This is an optimization exercise on Yosys and OpenROAD, whose aim is small area, a short achievable clock period and few clock cycles per item, not a production implementation.
Function was checked by simulation only, so behaviour that the tests miss may differ from the original.

==> build 27: inputs <==
// frame_encoder
module frame_encoder (
    input  wire        clk,
    input  wire        rst,           
    input  wire        cmd_valid,
    output wire        cmd_ready,
    input  wire [63:0] cmd_content_len,
    input  wire [63:0] cmd_seg_size,
    input  wire [63:0] cmd_flags,
    output reg         rsp_valid,
    output reg  [7:0]  rsp_status,
    output reg  [7:0]  rsp_cause,
    output wire [63:0] rsp_msg_len,
    input  wire        in_valid,
    output wire        in_ready,
    input  wire [7:0]  in_data,
    output wire        out_valid,
    input  wire        out_ready,
    output wire [7:0]  out_data,
    output wire        done
);
    localparam [3:0] S_IDLE = 4'd0;    
    localparam [3:0] S_DIV  = 4'd1;    
    localparam [3:0] S_FIN1 = 4'd2;    
    localparam [3:0] S_MADD = 4'd3;    
    localparam [3:0] S_RESP = 4'd4;    
    localparam [3:0] S_MHDR = 4'd5;    
    localparam [3:0] S_SHDR = 4'd6;    
    localparam [3:0] S_CONT = 4'd7;    
    localparam [3:0] S_SFTR = 4'd8;    
    localparam [3:0] S_MFTR = 4'd9;    
    reg [3:0]  state;
    reg [4:0]  cnt;         
    reg [63:0] seg_size;    
    reg [63:0] x;           
    reg [63:0] rem;         
    reg [16:0] q;           
    reg [15:0] seg_num;
    reg        crc_on;
    reg        bad_flags;
    reg        len_big;
    reg        last_is_s;   
    reg [1:0]  madd_c;      
    reg        s_zero;      
    reg        early_err;   
    reg        empty;       
    reg        last_r;      
    reg        x_one_r;     
    reg [3:0]  n_prev;      
    reg [63:0] seg_crc;
    reg [63:0] msg_crc;
    reg        cmd_rdy;
    reg        active;      
    reg        ib_v, is_v, in_rdy;
    reg [7:0]  ib_d, is_d;
    reg        ob_v, ob_last, done_r;
    reg [7:0]  ob_d;
    assign cmd_ready   = cmd_rdy;
    assign in_ready    = in_rdy;
  ...
==> flow/config.mk <==
export PLATFORM = sky130hd
export DESIGN_NAME = frame_encoder
export DESIGN_NICKNAME = frame_encoder
export VERILOG_FILES = /design/flow/design.v
export SDC_FILE = /design/flow/constraint.sdc
export NUM_CORES = 4
export LEC_CHECK = 0
export CAP_MARGIN = 20
export CORE_MARGIN = 2
export CORE_UTILIZATION = 60
export SLEW_MARGIN = 20
==> flow/constraint.sdc <==
create_clock -name core_clock -period 11.0 [get_ports {clk}]
set_input_delay 2.2000 -clock core_clock [delete_from_list [all_inputs] [get_ports {clk}]]
set_output_delay 2.2000 -clock core_clock [all_outputs]
set_load 0.01 [all_outputs]
standard.sh (not shown) runs the stock make flow with config.mk's settings and CLKGATE_MAP_FILE= SYNTH_SCRIPT=/design/flow/synth_recipe.tcl, a recipe that flattens the netlist after the stock synthesis.
==> flow/flow/run.sh <==
#!/bin/bash
# The standard ORFS layout (standard.sh, synthesis unchanged) with:
#  - repair_timing asked for extra setup slack, so gates are sized for speed;
#  - port buffers made of sky130_fd_sc_hd__buf_1 instead of the default delay-cell buffer.
# Each step's full output goes to flow_standard.log (and orfs/logs/).
set -euo pipefail
bash standard.sh SETUP_SLACK_MARGIN=7.5 "BUFFER_PORTS_ARGS=-buffer_cell sky130_fd_sc_hd__buf_1" finish > flow_standard.log 2>&1
==> inputs of build 50, as changes to build 27 <==
--- a/flow/design.v
+++ b/flow/design.v
@@ -1,19 +1,75 @@
 module crc64_nvme_byte (
     input  wire [63:0] crc_in,
     input  wire [7:0]  data,
     output wire [63:0] crc_out
 );
-    localparam [63:0] POLY_R = 64'h9A6C9329AC4BC9B5;
-    reg [63:0] c;
-    integer i;
-    always @(*) begin
-        c = crc_in ^ {56'd0, data};
-        for (i = 0; i < 8; i = i + 1)
-            c = c[0] ? ((c >> 1) ^ POLY_R) : (c >> 1);
-    end
-    assign crc_out = c;
+    wire [7:0] e = crc_in[7:0] ^ data;
+    assign crc_out[0] = e[0] ^ e[2] ^ e[3] ^ e[4] ^ e[6] ^ e[7] ^ crc_in[8];
+    assign crc_out[1] = e[1] ^ e[2] ^ e[5] ^ e[6] ^ crc_in[9];
+    assign crc_out[2] = e[2] ^ e[3] ^ e[6] ^ e[7] ^ crc_in[10];
+    assign crc_out[3] = e[0] ^ e[2] ^ e[6] ^ crc_in[11];
+    assign crc_out[4] = e[0] ^ e[1] ^ e[3] ^ e[7] ^ crc_in[12];
+    assign crc_out[5] = e[0] ^ e[1] ^ e[3] ^ e[6] ^ e[7] ^ crc_in[13];
+    assign crc_out[6] = e[0] ^ e[1] ^ e[3] ^ e[6] ^ crc_in[14];
+    assign crc_out[7] = e[1] ^ e[2] ^ e[4] ^ e[7] ^ crc_in[15];
+    assign crc_out[8] = e[0] ^ e[4] ^ e[5] ^ e[6] ^ e[7] ^ crc_in[16];
+    assign crc_out[9] = e[1] ^ e[2] ^ e[3] ^ e[4] ^ e[5] ^ crc_in[17];
+    assign crc_out[10] = e[2] ^ e[3] ^ e[4] ^ e[5] ^ e[6] ^ crc_in[18];
+    assign crc_out[11] = e[0] ^ e[3] ^ e[4] ^ e[5] ^ e[6] ^ e[7] ^ crc_in[19];
+    assign crc_out[12] = e[1] ^ e[2] ^ e[3] ^ e[5] ^ crc_in[20];
+    assign crc_out[13] = e[2] ^ e[3] ^ e[4] ^ e[6] ^ crc_in[21];
+    assign crc_out[14] = e[3] ^ e[4] ^ e[5] ^ e[7] ^ crc_in[22];
+    assign crc_out[15] = e[0] ^ e[2] ^ e[3] ^ e[5] ^ e[7] ^ crc_in[23];
+    assign crc_out[16] = e[0] ^ e[1] ^ e[2] ^ e[7] ^ crc_in[24];
+    assign crc_out[17] = e[1] ^ e[4] ^ e[6] ^ e[7] ^ crc_in[25];
+    assign crc_out[18] = e[0] ^ e[3] ^ e[4] ^ e[5] ^ e[6] ^ crc_in[26];
+    assign crc_out[19] = e[1] ^ e[4] ^ e[5] ^ e[6] ^ e[7] ^ crc_in[27];
+    assign crc_out[20] = e[0] ^ e[3] ^ e[4] ^ e[5] ^ crc_in[28];
+    assign crc_out[21] = e[0] ^ e[1] ^ e[4] ^ e[5] ^ e[6] ^ crc_in[29];
+    assign crc_out[22] = e[1] ^ e[2] ^ e[5] ^ e[6] ^ e[7] ^ crc_in[30];
+    assign crc_out[23] = e[4] ^ crc_in[31];
+    assign crc_out[24] = e[5] ^ crc_in[32];
+    assign crc_out[25] = e[6] ^ crc_in[33];
+    assign crc_out[26] = e[7] ^ crc_in[34];
+    assign crc_out[27] = e[2] ^ e[3] ^ e[4] ^ e[6] ^ e[7] ^ crc_in[35];
+    assign crc_out[28] = e[0] ^ e[2] ^ e[5] ^ e[6] ^ crc_in[36];
+    assign crc_out[29] = e[0] ^ e[1] ^ e[3] ^ e[6] ^ e[7] ^ crc_in[37];
+    assign crc_out[30] = e[1] ^ e[3] ^ e[6] ^ crc_in[38];
+    assign crc_out[31] = e[2] ^ e[4] ^ e[7] ^ crc_in[39];
+    assign crc_out[32] = e[2] ^ e[4] ^ e[5] ^ e[6] ^ e[7] ^ crc_in[40];
+    assign crc_out[33] = e[2] ^ e[4] ^ e[5] ^ crc_in[41];
+    assign crc_out[34] = e[3] ^ e[5] ^ e[6] ^ crc_in[42];
+    assign crc_out[35] = e[0] ^ e[4] ^ e[6] ^ e[7] ^ crc_in[43];
+    assign crc_out[36] = e[1] ^ e[2] ^ e[3] ^ e[4] ^ e[5] ^ e[6] ^ crc_in[44];
+    assign crc_out[37] = e[2] ^ e[3] ^ e[4] ^ e[5] ^ e[6] ^ e[7] ^ crc_in[45];
+    assign crc_out[38] = e[0] ^ e[2] ^ e[5] ^ crc_in[46];
+    assign crc_out[39] = e[0] ^ e[1] ^ e[3] ^ e[6] ^ crc_in[47];
+    assign crc_out[40] = e[1] ^ e[2] ^ e[4] ^ e[7] ^ crc_in[48];
+    assign crc_out[41] = e[4] ^ e[5] ^ e[6] ^ e[7] ^ crc_in[49];
+    assign crc_out[42] = e[2] ^ e[3] ^ e[4] ^ e[5] ^ crc_in[50];
+    assign crc_out[43] = e[3] ^ e[4] ^ e[5] ^ e[6] ^ crc_in[51];
+    assign crc_out[44] = e[0] ^ e[4] ^ e[5] ^ e[6] ^ e[7] ^ crc_in[52];
+    assign crc_out[45] = e[0] ^ e[1] ^ e[2] ^ e[3] ^ e[4] ^ e[5] ^ crc_in[53];
+    assign crc_out[46] = e[0] ^ e[1] ^ e[2] ^ e[3] ^ e[4] ^ e[5] ^ e[6] ^ crc_in[54];
+    assign crc_out[47] = e[0] ^ e[1] ^ e[2] ^ e[3] ^ e[4] ^ e[5] ^ e[6] ^ e[7] ^ crc_in[55];
+    assign crc_out[48] = e[1] ^ e[5] ^ crc_in[56];
+    assign crc_out[49] = e[0] ^ e[2] ^ e[6] ^ crc_in[57];
+    assign crc_out[50] = e[0] ^ e[1] ^ e[3] ^ e[7] ^ crc_in[58];
+    assign crc_out[51] = e[0] ^ e[1] ^ e[3] ^ e[6] ^ e[7] ^ crc_in[59];
+    assign crc_out[52] = e[1] ^ e[3] ^ e[6] ^ crc_in[60];
+    assign crc_out[53] = e[0] ^ e[2] ^ e[4] ^ e[7] ^ crc_in[61];
+    assign crc_out[54] = e[0] ^ e[1] ^ e[2] ^ e[4] ^ e[5] ^ e[6] ^ e[7] ^ crc_in[62];
+    assign crc_out[55] = e[1] ^ e[4] ^ e[5] ^ crc_in[63];
+    assign crc_out[56] = e[0] ^ e[2] ^ e[5] ^ e[6];
+    assign crc_out[57] = e[0] ^ e[1] ^ e[3] ^ e[6] ^ e[7];
+    assign crc_out[58] = e[0] ^ e[1] ^ e[3] ^ e[6];
+    assign crc_out[59] = e[0] ^ e[1] ^ e[2] ^ e[4] ^ e[7];
+    assign crc_out[60] = e[0] ^ e[1] ^ e[4] ^ e[5] ^ e[6] ^ e[7];
+    assign crc_out[61] = e[0] ^ e[1] ^ e[3] ^ e[4] ^ e[5];
+    assign crc_out[62] = e[0] ^ e[1] ^ e[2] ^ e[4] ^ e[5] ^ e[6];
+    assign crc_out[63] = e[1] ^ e[2] ^ e[3] ^ e[5] ^ e[6] ^ e[7];
 endmodule
 module frame_encoder (
     input  wire        clk,
     input  wire        rst,           
     input  wire        cmd_valid,
@@ -88,11 +144,10 @@
     wire [7:0]  b_byte = crc_on ? {seg_num[3:0], n_prev[3:0]} : {seg_num[4:0], n_prev[3:1]};
     wire [4:0]  k_byte = (cnt[2:0] == 3'd0) ? (crc_on ? 5'd21 : 5'd13) : {3'd0, madd_c};
     wire [9:0]  x_lo_sum = {2'b0, x[7:0]} + {2'b0, a_byte} + {2'b0, b_byte} + {5'd0, k_byte};
     wire [63:0] x_rot    = {(state == S_MADD) ? x_lo_sum[7:0] : x[7:0], x[63:8]};
     wire        last_seg = last_r;
-    wire [2:0]  bsel     = cnt[2:0] - 3'd1;
     wire [7:0]  x_byte   = x[7:0];
     wire        x_one    = x_one_r;
     wire        x_zero   = empty;
     wire        x_hi_z   = (x[63:2] == 62'd0);
     reg [7:0] frame_byte;
@@ -111,12 +166,12 @@
                 4'd15:   frame_byte = seg_num[7:0];
                 4'd0:    frame_byte = seg_num[15:8];
                 default: frame_byte = x_byte;
             endcase
             S_CONT: frame_byte = ib_d;
-            S_SFTR: frame_byte = ~seg_crc[bsel*8 +: 8];
-            S_MFTR: frame_byte = ~msg_crc[bsel*8 +: 8];
+            S_SFTR: frame_byte = ~seg_crc[7:0];
+            S_MFTR: frame_byte = ~msg_crc[7:0];
             default: frame_byte = 8'h00;
         endcase
     end
     wire rsp_ok = ~early_err & ~x[63];
     wire can_push = ~ob_v | out_ready;
@@ -244,18 +299,18 @@
                 ((state == S_SFTR) && push && cnt[3:0] == 4'd8 && !last_seg))
                 seg_num <= seg_num + 16'd1;
         end
     end
     always @(posedge clk) begin
-        if (state == S_MHDR)
-            msg_crc <= {64{1'b1}};
-        else if (pop)
+        if (pop)
             msg_crc <= msg_crc_next;
-        if (state == S_SHDR)
-            seg_crc <= {64{1'b1}};
-        else if (pop)
+        else if (push && (state == S_MHDR || state == S_MFTR))
+            msg_crc <= {8'hFF, msg_crc[63:8]};
+        if (pop)
             seg_crc <= seg_crc_next;
+        else if (push && (state == S_MHDR || state == S_SFTR))
+            seg_crc <= {8'hFF, seg_crc[63:8]};
     end
     always @(posedge clk) begin
         rsp_valid <= 1'b0;
         if (rst) begin
             cmd_rdy <= 1'b1;
==> flow/flow/run.sh (replaced) <==
#!/bin/bash
# The standard ORFS layout (standard.sh, synthesis unchanged) with:
#  - repair_timing asked for extra setup slack, so gates are sized for speed;
#  - port buffers made of sky130_fd_sc_hd__buf_1 instead of the default delay-cell buffer.
# Each step's full output goes to flow_standard.log (and orfs/logs/).
set -euo pipefail
bash standard.sh SETUP_SLACK_MARGIN=7 "BUFFER_PORTS_ARGS=-buffer_cell sky130_fd_sc_hd__buf_1" finish > flow_standard.log 2>&1
--- a/flow/config.mk
+++ b/flow/config.mk
@@ -5,7 +5,10 @@
 export SDC_FILE = /design/flow/constraint.sdc
 export NUM_CORES = 4
 export LEC_CHECK = 0
 export CAP_MARGIN = 20
 export CORE_MARGIN = 2
-export CORE_UTILIZATION = 60
+export CORE_UTILIZATION = 40
+export CTS_BUF_LIST = sky130_fd_sc_hd__clkbuf_16
+export CTS_CLUSTER_DIAMETER = 60
+export CTS_CLUSTER_SIZE = 20
 export SLEW_MARGIN = 20
==> comparison <==
Register-to-register slack: build 27 is higher than build 50 (40 ps). Of build 27 and build 50, build 50 has the higher hold slack (gap 4.1 ps). Utilization: build 50 is lower than build 27 (26 points). Via count: build 27 is larger than build 50 (about 15%). Of build 27 and build 50, build 27 has the higher fmax (gap 1.7%, measured against build 50).
Testbench counts of build 27, summed over its fixed seeds: cycles 92,263, items 87,783.
Testbench counts of build 50, summed over its fixed seeds: cycles 92,263, items 87,783.

-- static timing again, ports no longer ideal --
The flow's constraints put no driver on any port. The routed layouts listed below were extracted and timed again, unchanged, in two steps. Step 1 (the two cells are an assumption about what drives the block):
set clk [get_ports {clk}]
set_driving_cell -lib_cell sky130_fd_sc_hd__clkbuf_16 $clk
set_driving_cell -lib_cell sky130_fd_sc_hd__buf_2 [delete_from_list [all_inputs] $clk]
Step 2 also shifts input and output timing later by t, the mid clock arrival at the registers, as if the neighbouring blocks saw the same clock. Three values: ideal ports, drivers, drivers and shift; two values: the first two.
run | shift t [ns] | setup WS [ns] | worst setup path at the end | slew at the worst register clock pin (ns) | worst slew at a driven data input, ns
build 27 | 0.684 | 7.071 / 7.071 / 6.873 | input to register | 0.07 / 0.07 | 0.15
build 50 | 0.674 | 7.003 / 7.031 / 6.371 | input to register | 0.08 / 0.08 | 0.11
After both steps every run listed still meets setup and hold. The setup slack of build 50, which loses most, moves by +0.028 ns with the drivers and by -0.632 ns with both steps.
